What follows belongs to an exercise in optimizing a design on an open flow for small area, a short achievable clock period and few clock cycles; a production flow would make more cautious choices. The RTL of this run was laid out without a check of its function. Power is estimated from default activity; no workload was simulated.

===== design.v =====
module simplecpu (
    input  wire        clk,
    input  wire        rst,
    output wire        mem_req,
    output wire        mem_we,
    output wire [15:0] mem_addr,
    output wire [7:0]  mem_wdata,
    input  wire        mem_ready,
    input  wire [7:0]  mem_rdata,
    output wire        out_valid,
    output wire [7:0]  out_data,
    output wire        in_req,
    input  wire        in_ack,
    input  wire [7:0]  in_data,
    output wire        halted,
    output wire [1:0]  fault,
    input  wire [3:0]  dbg_sel,
    output reg  [15:0] dbg_data
);
    localparam [7:0] OP_NOP  = 8'h00, OP_LDI  = 8'h01, OP_LDM  = 8'h02,
                     OP_ST   = 8'h03, OP_MOV  = 8'h04, OP_PUSH = 8'h05,
                     OP_POP  = 8'h06, OP_ADD  = 8'h10, OP_ADDI = 8'h11,
                     OP_SUB  = 8'h12, OP_SUBI = 8'h13, OP_MUL  = 8'h14,
                     OP_DIV  = 8'h15, OP_INC  = 8'h16, OP_DEC  = 8'h17,
                     OP_AND  = 8'h20, OP_OR   = 8'h21, OP_XOR  = 8'h22,
                     OP_NOT  = 8'h23, OP_SHL  = 8'h24, OP_SHR  = 8'h25,
                     OP_CMP  = 8'h30, OP_CMPI = 8'h31, OP_JMP  = 8'h40,
                     OP_JZ   = 8'h41, OP_JNZ  = 8'h42, OP_JC   = 8'h43,
                     OP_JNC  = 8'h44, OP_CALL = 8'h45, OP_RET  = 8'h46,
                     OP_IN   = 8'h50, OP_OUT  = 8'h51, OP_HLT  = 8'hFF;
    localparam [3:0] S_FETCH = 4'd0,   
                     S_OPND  = 4'd1,   
                     S_EXEC  = 4'd2,
                     S_RD0   = 4'd3,   
                     S_RD1   = 4'd4,   
                     S_WR0   = 4'd5,   
                     S_WR1   = 4'd6,   
                     S_IO    = 4'd7,   
                     S_DIV   = 4'd8,
                     S_WB    = 4'd9,
                     S_HALT  = 4'd10;
    localparam [1:0] FAULT_NONE = 2'd0, FAULT_DIV0 = 2'd1, FAULT_UNKNOWN = 2'd2;
    reg [15:0] ra, rb, rc, rd, sp, pc_arch;
    reg [3:0]  flags;             
    reg [63:0] cycles;
    reg        timer_en;
    reg [15:0] timer_val;
    reg [1:0]  fault_q;
    reg [3:0]  state;
    reg [15:0] pc;                
    reg [7:0]  op, b1, b2, b3;
    reg [1:0]  nopnd;             
    reg [1:0]  opnd_idx;          
    reg [15:0] addr_q;            
    reg [15:0] wdata_q;           
    reg [7:0]  tmp_lo;            
    reg [15:0] div_q, div_d;
    reg [16:0] div_r;
    reg [4:0]  div_cnt;
    function [15:0] xread;
        input [7:0] idx;
        begin
            case (idx)
                8'd0: xread = ra;
                8'd1: xread = rb;
                8'd2: xread = rc;
                8'd3: xread = rd;
                8'd4: xread = sp;
                8'd5: xread = pc_arch;
                default: xread = 16'h0000;
            endcase
        end
    endfunction
    function [2:0] opnd_count;
        input [7:0] o;
        begin
            case (o)
                OP_NOP, OP_RET, OP_HLT: opnd_count = 3'd0;
                OP_MOV, OP_PUSH, OP_POP, OP_ADD, OP_SUB, OP_MUL, OP_DIV,
                OP_INC, OP_DEC, OP_AND, OP_OR, OP_XOR, OP_NOT, OP_CMP:
                    opnd_count = 3'd1;
                OP_SHL, OP_SHR, OP_JMP, OP_JZ, OP_JNZ, OP_JC, OP_JNC, OP_CALL:
                    opnd_count = 3'd2;
                OP_LDI, OP_LDM, OP_ST, OP_ADDI, OP_SUBI, OP_CMPI, OP_IN, OP_OUT:
                    opnd_count = 3'd3;
                default: opnd_count = 3'd7;
            endcase
        end
    endfunction
    wire        acc_state = (state == S_FETCH) || (state == S_OPND) ||
                            (state == S_RD0) || (state == S_RD1) ||
                            (state == S_WR0) || (state == S_WR1) ||
                            (state == S_IO);
    wire        acc_we    = (state == S_WR0) || (state == S_WR1) ||
                            (state == S_IO && op == OP_OUT);
    wire [15:0] acc_addr  = (state == S_FETCH || state == S_OPND) ? pc : addr_q;
    wire [7:0]  acc_wdata = (state == S_WR1) ? wdata_q[15:8] : wdata_q[7:0];
    wire        acc_port  = (acc_addr[15:2] == 14'h3FC0);    
    wire [1:0]  port_sel  = acc_addr[1:0];
    reg        acc_done;
    reg [7:0]  acc_rdata;
    always @(*) begin
        acc_done  = 1'b0;
        acc_rdata = 8'h00;
        if (acc_state) begin
            if (!acc_port) begin
                acc_done  = mem_ready;
                acc_rdata = mem_rdata;
            end else begin
                case (port_sel)
                    2'd0: acc_done = 1'b1;                          
                    2'd1: begin                                      
                        if (acc_we) acc_done = 1'b1;
                        else begin
                            acc_done  = in_ack;
                            acc_rdata = in_data;
                        end
                    end
                    2'd2: begin                                      
                        acc_done  = 1'b1;
                        acc_rdata = {7'd0, timer_en};
                    end
                    default: begin                                   
                        acc_done  = 1'b1;
                        acc_rdata = timer_val[7:0];
                    end
                endcase
            end
        end
    end
    assign mem_req   = acc_state && !acc_port;
    assign mem_we    = acc_we;
    assign mem_addr  = acc_addr;
    assign mem_wdata = acc_wdata;
    assign out_valid = acc_state && acc_port && acc_we && port_sel == 2'd0;
    assign out_data  = acc_wdata;
    assign in_req    = acc_state && acc_port && !acc_we && port_sel == 2'd1;
    wire [2:0]  fetch_cnt    = opnd_count(acc_rdata);
    wire [2:0]  fetch_cnt_m1 = fetch_cnt - 3'd1;
    wire [7:0]  p_rd   = {4'd0, b1[7:4]};
    wire [7:0]  p_rs   = {4'd0, b1[3:0]};
    wire [15:0] imm_rw = {b3, b2};           
    wire [15:0] imm_w  = {b2, b1};           
    reg  [7:0]  dst_idx;
    reg  [15:0] opa, opb;
    always @(*) begin
        case (op)
            OP_MOV, OP_ADD, OP_SUB, OP_MUL, OP_DIV, OP_AND, OP_OR, OP_XOR,
            OP_CMP: begin
                dst_idx = p_rd;
                opa     = xread(p_rd);
                opb     = xread(p_rs);
            end
            OP_ADDI, OP_SUBI, OP_CMPI: begin
                dst_idx = b1;
                opa     = xread(b1);
                opb     = imm_rw;
            end
            default: begin
                dst_idx = b1;
                opa     = xread(b1);
                opb     = 16'h0000;
            end
        endcase
    end
    wire [16:0] add_r = {1'b0, opa} + {1'b0, opb};
    wire [16:0] sub_r = {1'b0, opa} - {1'b0, opb};
    wire [31:0] mul_r = opa * opb;
    wire [15:0] inc_r = opa + 16'd1;
    wire [15:0] dec_r = opa - 16'd1;
    wire [7:0]  shamt = b2;
    wire [15:0] shl_r = (shamt >= 8'd16) ? 16'h0000 : (opa << shamt[3:0]);
    wire [15:0] shr_r = (shamt >= 8'd16) ? 16'h0000 : (opa >> shamt[3:0]);
    wire [4:0]  shl_bit = 5'd16 - shamt[4:0];
    wire [4:0]  shr_bit = shamt[4:0] - 5'd1;
    wire        shl_c = (shamt == 8'd0 || shamt > 8'd16) ? 1'b0 : opa[shl_bit[3:0]];
    wire        shr_c = (shamt == 8'd0 || shamt > 8'd16) ? 1'b0 : opa[shr_bit[3:0]];
    wire        add_o = (opa[15] == opb[15]) && (add_r[15] != opa[15]);
    wire        sub_o = (opa[15] != opb[15]) && (sub_r[15] != opa[15]);
    reg  [15:0] alu_v;
    reg         alu_c, alu_o;
    reg         alu_wr_flags, alu_wr_reg;
    always @(*) begin
        alu_v        = 16'h0000;
        alu_c        = 1'b0;
        alu_o        = 1'b0;
        alu_wr_flags = 1'b1;
        alu_wr_reg   = 1'b1;
        case (op)
            OP_ADD, OP_ADDI: begin alu_v = add_r[15:0]; alu_c = add_r[16]; alu_o = add_o; end
            OP_SUB, OP_SUBI: begin alu_v = sub_r[15:0]; alu_c = sub_r[16]; alu_o = sub_o; end
            OP_CMP, OP_CMPI: begin alu_v = sub_r[15:0]; alu_c = sub_r[16]; alu_o = sub_o;
                                   alu_wr_reg = 1'b0; end
            OP_MUL:  begin alu_v = mul_r[15:0]; alu_c = (mul_r[31:16] != 16'h0000); end
            OP_INC:  alu_v = inc_r;
            OP_DEC:  alu_v = dec_r;
            OP_AND:  alu_v = opa & opb;
            OP_OR:   alu_v = opa | opb;
            OP_XOR:  alu_v = opa ^ opb;
            OP_NOT:  alu_v = ~opa;
            OP_SHL:  begin alu_v = shl_r; alu_c = shl_c; end
            OP_SHR:  begin alu_v = shr_r; alu_c = shr_c; end
            OP_MOV:  begin alu_v = opb; alu_wr_flags = 1'b0; end
            OP_LDI:  begin alu_v = imm_rw; alu_wr_flags = 1'b0; end
            default: begin alu_wr_flags = 1'b0; alu_wr_reg = 1'b0; end
        endcase
    end
    reg take_branch;
    always @(*) begin
        case (op)
            OP_JMP:  take_branch = 1'b1;
            OP_JZ:   take_branch = flags[3];
            OP_JNZ:  take_branch = !flags[3];
            OP_JC:   take_branch = flags[2];
            OP_JNC:  take_branch = !flags[2];
            default: take_branch = 1'b0;
        endcase
    end
    wire [16:0] div_r_sh  = {div_r[15:0], div_q[15]};
    wire [16:0] div_r_sub = div_r_sh - {1'b0, div_d};
    wire        div_ge    = !div_r_sub[16];
    task xwrite;
        input [7:0]  idx;
        input [15:0] v;
        begin
            case (idx)
                8'd0: ra <= v;
                8'd1: rb <= v;
                8'd2: rc <= v;
                8'd3: rd <= v;
                8'd4: sp <= v;
                default: ;
            endcase
        end
    endtask
    always @(posedge clk) begin
        if (rst) begin
            ra        <= 16'h0000;
            rb        <= 16'h0000;
            rc        <= 16'h0000;
            rd        <= 16'h0000;
            sp        <= 16'hFEFF;
            pc_arch   <= 16'h0100;
            pc        <= 16'h0100;
            flags     <= 4'h0;
            cycles    <= 64'd0;
            timer_en  <= 1'b0;
            timer_val <= 16'h0000;
            fault_q   <= FAULT_NONE;
            state     <= S_FETCH;
        end else begin
            if (acc_state && acc_port && acc_we) begin
                if (port_sel == 2'd2) begin
                    if (acc_wdata != 8'h00) begin
                        timer_en  <= 1'b1;
                        timer_val <= 16'h0000;
                    end else begin
                        timer_en  <= 1'b0;
                    end
                end else if (port_sel == 2'd3) begin
                    timer_val <= {8'h00, acc_wdata};
                end
            end
            case (state)
                S_FETCH: if (acc_done) begin
                    op <= acc_rdata;
                    pc <= pc + 16'd1;
                    if (timer_en) timer_val <= timer_val + 16'd1;
                    if (fetch_cnt == 3'd7) begin
                        fault_q <= FAULT_UNKNOWN;
                        state   <= S_HALT;
                    end else if (fetch_cnt == 3'd0) begin
                        state <= S_EXEC;
                    end else begin
                        nopnd    <= fetch_cnt_m1[1:0];
                        opnd_idx <= 2'd1;
                        state    <= S_OPND;
                    end
                end
                S_OPND: if (acc_done) begin
                    case (opnd_idx)
                        2'd1: b1 <= acc_rdata;
                        2'd2: b2 <= acc_rdata;
                        default: b3 <= acc_rdata;
                    endcase
                    pc       <= pc + 16'd1;
                    opnd_idx <= opnd_idx + 2'd1;
                    nopnd    <= nopnd - 2'd1;
                    if (nopnd == 2'd0) state <= S_EXEC;
                end
                S_EXEC: begin
                    state <= S_WB;
                    case (op)
                        OP_HLT: state <= S_HALT;
                        OP_LDM: begin
                            addr_q <= imm_rw;
                            state  <= S_RD0;
                        end
                        OP_ST: begin
                            addr_q  <= imm_w;
                            wdata_q <= xread(b3);
                            state   <= S_WR0;
                        end
                        OP_PUSH: begin
                            wdata_q <= xread(b1);
                            sp      <= sp - 16'd2;
                            addr_q  <= sp - 16'd2;
                            state   <= S_WR0;
                        end
                        OP_CALL: begin
                            wdata_q <= pc;
                            sp      <= sp - 16'd2;
                            addr_q  <= sp - 16'd2;
                            pc      <= imm_w;
                            state   <= S_WR0;
                        end
                        OP_POP, OP_RET: begin
                            addr_q <= sp;
                            state  <= S_RD0;
                        end
                        OP_IN: begin
                            addr_q <= imm_rw;
                            state  <= S_IO;
                        end
                        OP_OUT: begin
                            addr_q  <= imm_w;
                            wdata_q <= xread(b3);
                            state   <= S_IO;
                        end
                        OP_DIV: begin
                            if (opb == 16'h0000) begin
                                fault_q <= FAULT_DIV0;
                                state   <= S_HALT;
                            end else begin
                                div_q   <= opa;
                                div_d   <= opb;
                                div_r   <= 17'd0;
                                div_cnt <= 5'd16;
                                state   <= S_DIV;
                            end
                        end
                        OP_JMP, OP_JZ, OP_JNZ, OP_JC, OP_JNC: begin
                            if (take_branch) pc <= imm_w;
                        end
                        default: begin
                            if (alu_wr_flags)
                                flags <= {alu_v == 16'h0000, alu_c, alu_v[15], alu_o};
                            if (alu_wr_reg)
                                xwrite(dst_idx, alu_v);
                        end
                    endcase
                end
                S_RD0: if (acc_done) begin
                    tmp_lo <= acc_rdata;
                    addr_q <= addr_q + 16'd1;
                    state  <= S_RD1;
                end
                S_RD1: if (acc_done) begin
                    state <= S_WB;
                    case (op)
                        OP_LDM: xwrite(b1, {acc_rdata, tmp_lo});
                        OP_POP: begin
                            sp <= sp + 16'd2;
                            xwrite(b1, {acc_rdata, tmp_lo});    
                        end
                        default: begin                           
                            sp <= sp + 16'd2;
                            pc <= {acc_rdata, tmp_lo};
                        end
                    endcase
                end
                S_WR0: if (acc_done) begin
                    addr_q <= addr_q + 16'd1;
                    state  <= S_WR1;
                end
                S_WR1: if (acc_done) state <= S_WB;
                S_IO: if (acc_done) begin
                    if (op == OP_IN) xwrite(b1, {8'h00, acc_rdata});
                    state <= S_WB;
                end
                S_DIV: begin
                    div_r   <= div_ge ? div_r_sub : div_r_sh;
                    div_q   <= {div_q[14:0], div_ge};
                    div_cnt <= div_cnt - 5'd1;
                    if (div_cnt == 5'd1) begin
                        flags <= {{div_q[14:0], div_ge} == 16'h0000, 1'b0, div_q[14], 1'b0};
                        xwrite(p_rd, {div_q[14:0], div_ge});
                        xwrite(p_rs, div_ge ? div_r_sub[15:0] : div_r_sh[15:0]);
                        state <= S_WB;
                    end
                end
                S_WB: begin
                    pc_arch <= pc;
                    cycles  <= cycles + 64'd1;
                    state   <= S_FETCH;
                end
                default: state <= S_HALT;    
            endcase
        end
    end
    assign halted = (state == S_HALT);
    assign fault  = fault_q;
    always @(*) begin
        case (dbg_sel)
            4'd0:  dbg_data = ra;
            4'd1:  dbg_data = rb;
            4'd2:  dbg_data = rc;
            4'd3:  dbg_data = rd;
            4'd4:  dbg_data = sp;
            4'd5:  dbg_data = pc_arch;
            4'd6:  dbg_data = {8'h00, flags, 4'h0};
            4'd7:  dbg_data = timer_val;
            4'd8:  dbg_data = {15'd0, timer_en};
            4'd9:  dbg_data = cycles[15:0];
            4'd10: dbg_data = cycles[31:16];
            4'd11: dbg_data = cycles[47:32];
            4'd12: dbg_data = cycles[63:48];
            default: dbg_data = 16'h0000;
        endcase
    end
endmodule

===== constraint.sdc =====
create_clock -name core_clock -period 11.0 [get_ports {clk}]
set_input_delay 2.2000 -clock core_clock [delete_from_list [all_inputs] [get_ports {clk}]]
set_output_delay 2.2000 -clock core_clock [all_outputs]
set_load 0.01 [all_outputs]

===== config.mk =====
export PLATFORM = sky130hd
export DESIGN_NAME = simplecpu
export DESIGN_NICKNAME = simplecpu
export VERILOG_FILES = /design/flow/design.v
export SDC_FILE = /design/flow/constraint.sdc
export NUM_CORES = 4
export LEC_CHECK = 0
export CAP_MARGIN = 20
export CORE_MARGIN = 2
export CORE_UTILIZATION = 40
export SLEW_MARGIN = 20

===== run.sh =====
#!/bin/bash
# synth_recipe.tcl (not shown) runs the flow's synth.tcl, then flattens the netlist and writes it again
# the make line also repeats each setting of config.mk as NAME=value (left out here)
make -C /OpenROAD-flow-scripts/flow DESIGN_CONFIG=/design/flow/config.mk WORK_HOME=/design/flow/orfs CLKGATE_MAP_FILE= SYNTH_SCRIPT=/design/flow/synth_recipe.tcl finish

==> notes.md <==
outcome no timing/DRC/antenna violations; initial antenna violation count 13; Seq/Total Area, Yosys 0.2165; flops & latches, synth 332; crit end category register; Final Critical Period ~10 ns; Total Wirelength about 180000 um; design area ~0.040 sq mm; dpl cells 5643; pre-CTS setup slack 0.9585 ns; Routed Antenna Nets 0; synthesized area per cell roughly 8.0 sq um; Synth async-reset ratio 0; fmax ~97 MHz; die area ~0.094 sq mm; first-pass GRT wire length 252500 um; sw frac 0.4509; Post-Syn Nets about 5000; GP Congestion ~1.1; number of flip-flops under the largest register name 64; Setup violations, final 0; DR DRC count 0; Setup TNS Final 0 ns; non-filler cells, final ~5700; via count about 38000; Initial Util 0.4018; Int Pwr a little over 3 mW; Total GRT Usage 0.3637; CTS buffer count 41; Worst-path clk slew about 0.06 ns; FP Rows about 110; DR WL/cell between 30 and 40 um; Comb pwr share 0.428; Worst EP required ~11 ns; count leader, synth nor2_1; CTS resizes 0; Synth top area share 0.1108; Worst slew margin 0.1901; hold crit path type reg -> reg; Chip Height between 300 and 400 um; vias in the first global route ~36000; Worst path max stage delay approximately 0.77 ns; setup repair bufs after CTS 0; sequential power share 0.321; max-slew violations 0; clock latency at the later pin of the worst-skew pair approximately 0.6 ns; Biggest register cycles; worst vdd ir between 0.1 and 0.15 mV; Root Driver clkbuf_16; crit start category register; Yosys warnings 1; RSZ-0062 raised after global routing false; HPWL after DPL about 130000 um; H-tree Lvls 2; Slew @ Worst Pin 1.210 ns; most used cell, CP fa_1; Clock power frac 0.251; Synth area leaders dfxtp_1 11%, fa_1 11%, edfxtp_1 11%; TritonRoute pass-1 iters 10; Net count, final between 4000 and 5000; core area 0.09125 sq mm; layout cells sized above 1 0.08361; cts hold-fix bufs 0; initial DRC count about 5500; final worst slack just under 0.7 ns; Top FF cell, synth dfxtp_1; CTS Sinks roughly 330; pin count of the biggest net entering global routing slightly above 100; I/O pin total 79; CP max FO 15; number of enable flip-flop cells after synthesis roughly 130; fin crit share 0.9367; Max Cap Viol 0; Cell variety after synth 99; placed instance area between 0.03 and 0.04 sq mm; Hold Fails Final Rpt 0; switching power about 2.5 mW; CTS tree built; leak pwr approximately 15 nW; Layout area overhead 9.764%; WS Path Type reg -> reg; CTS Buffer Depth 3; Mapped Cells roughly 4600; Die Wd 306.7 um; most frequent cells after synthesis 619 x nor2_1, 457 x nand2_1, 330 x inv_1; PD cells around 140 mW/mm^2; slowest CP cell a22o_1; skew final between 0.03 and 0.04 ns; IO buf count ~80; post-synth top area cell dfxtp_1; Netlist Area Pre-Place between 0.03 and 0.04 sq mm; GRT overflow 0; drt via density around 6.7; worst path arrival time around 11 ns; fin util 0.4410
worst max-delay path, delay by kind of cell, from the launching register on:
kind | cells | cell delay, ns
buffers and inverters | 6 | 1.14
XOR/XNOR | 1 | 0.21
flip-flops | 1 | 0.63
adder cells (fa/ha/maj) | 7 | 3.23
AO/OA/AOI/OAI | 8 | 2.83
AND/OR/NAND/NOR | 6 | 2.06
power by group through the flow:
| stage | sequential [mW] | combinational (mW) | clock, mW |
|---|---|---|---|
| after CTS | 1.75 | 2.30 | 1.40 |
| after global placement | 1.78 | 2.28 | 0 |
| after detailed placement | 1.78 | 2.29 | 0 |
| final | 1.79 | 2.39 | 1.40 |
| after global routing | 1.77 | 2.52 | 1.45 |
| after floorplan | 1.57 | 1.53 | 0 |
cell type report:
| cell class | count | area [sq um] |
|---|---|---|
| Multi-Input combinational cell | 3552 | 26210 |
| Tap cell | 1186 | 1484 |
| Timing Repair Buffer | 229 | 1937 |
| Antenna cell | 8 | 20.02 |
| Inverter | 348 | 1306 |
| Clock inverter | 18 | 207.7 |
| Clock buffer | 54 | 1137 |
| Fill cell | 9153 | 51010 |
| Sequential cell | 332 | 7938 |
kinds of logic (layout without fill, tap and decap cells):
logic type	Yosys count	count (layout)	share of synthesized area
other	0	8	0
AND/OR/NAND/NOR	1620	1620	0.2022
adder cells (fa/ha/maj)	392	392	0.1743
AO/OA/AOI/OAI	1211	1211	0.2334
XOR/XNOR	146	146	0.03488
flip-flops	332	332	0.2165
multiplexers	183	183	0.06658
buffers and inverters	677	649	0.07215
layout by cell type, fill, tap and decap left out, drive strengths merged, types with 80 or more instances in the layout:
cell,netlist,layout
a221oi,86,86
inv,342,348
mux2i,111,111
nor3,92,92
nor2,619,619
dfxtp,203,203
a21oi,252,252
fa,198,198
nand2,457,457
a22oi,80,80
edfxtp,129,129
ha,193,193
o21ai,188,188
nand3,98,98
buf,85,150
per-layer routing:
layer / up-vias / global-route usage / part of all wire
li1: 16413 / - / -
met1: 18427 / 0.4651 / 0.38
met4: 16 / 0.2399 / 0.081
met2: 2713 / 0.5369 / 0.42
met3: 728 / 0.09938 / 0.12
met5: - / 0.001550 / 0.00078
per-stage QoR:
stage	total power [mW]	hold slack, ns
after detailed placement	4.066	0.4587
after floorplan	3.098	0.4322
after global routing	5.751	0.4806
final	5.575	0.4663
after CTS	5.454	0.4719
after global placement	4.056	0.4532
path summary, 6_finish.rpt:
| path | startpoint | slack (ns) | end | cells past startpoint |
|---|---|---|---|---|
| worst max register to register | op[2] | 0.70 | rb[14] | 28 |
| worst max-delay path | op[2] | 0.70 | rb[14] | 28 |
| worst min-delay path | fault_q[1] | 0.47 | fault_q[1] | 1 |
| worst min register to register | fault_q[1] | 0.47 | fault_q[1] | 1 |

what the ideal ports hide:
In the flow no input, the clock included, has a driving cell. The finished layout below was timed again as built, in two steps.
Step 1 assumes that a clkbuf_16 drives the clock port and a buf_2 every other input.
Step 2 adds t to the input delays and takes it off the output delays; t is the mean of the earliest and latest rising clock arrival at the registers after step 1. Input paths then give back, and output paths get back, about the clock's delay inside the block.
Slacks: no drivers / after step 1 / after step 2; pairs: no drivers / after step 1.
t, ns: 0.652
setup WS [ns]: 0.696 / 0.696 / 0.696
worst setup path at the end: register to register
After both steps this run still meets setup and hold. For this run, drivers alone change the setup slack by 0.000 ns; drivers and shift together by 0.000 ns.
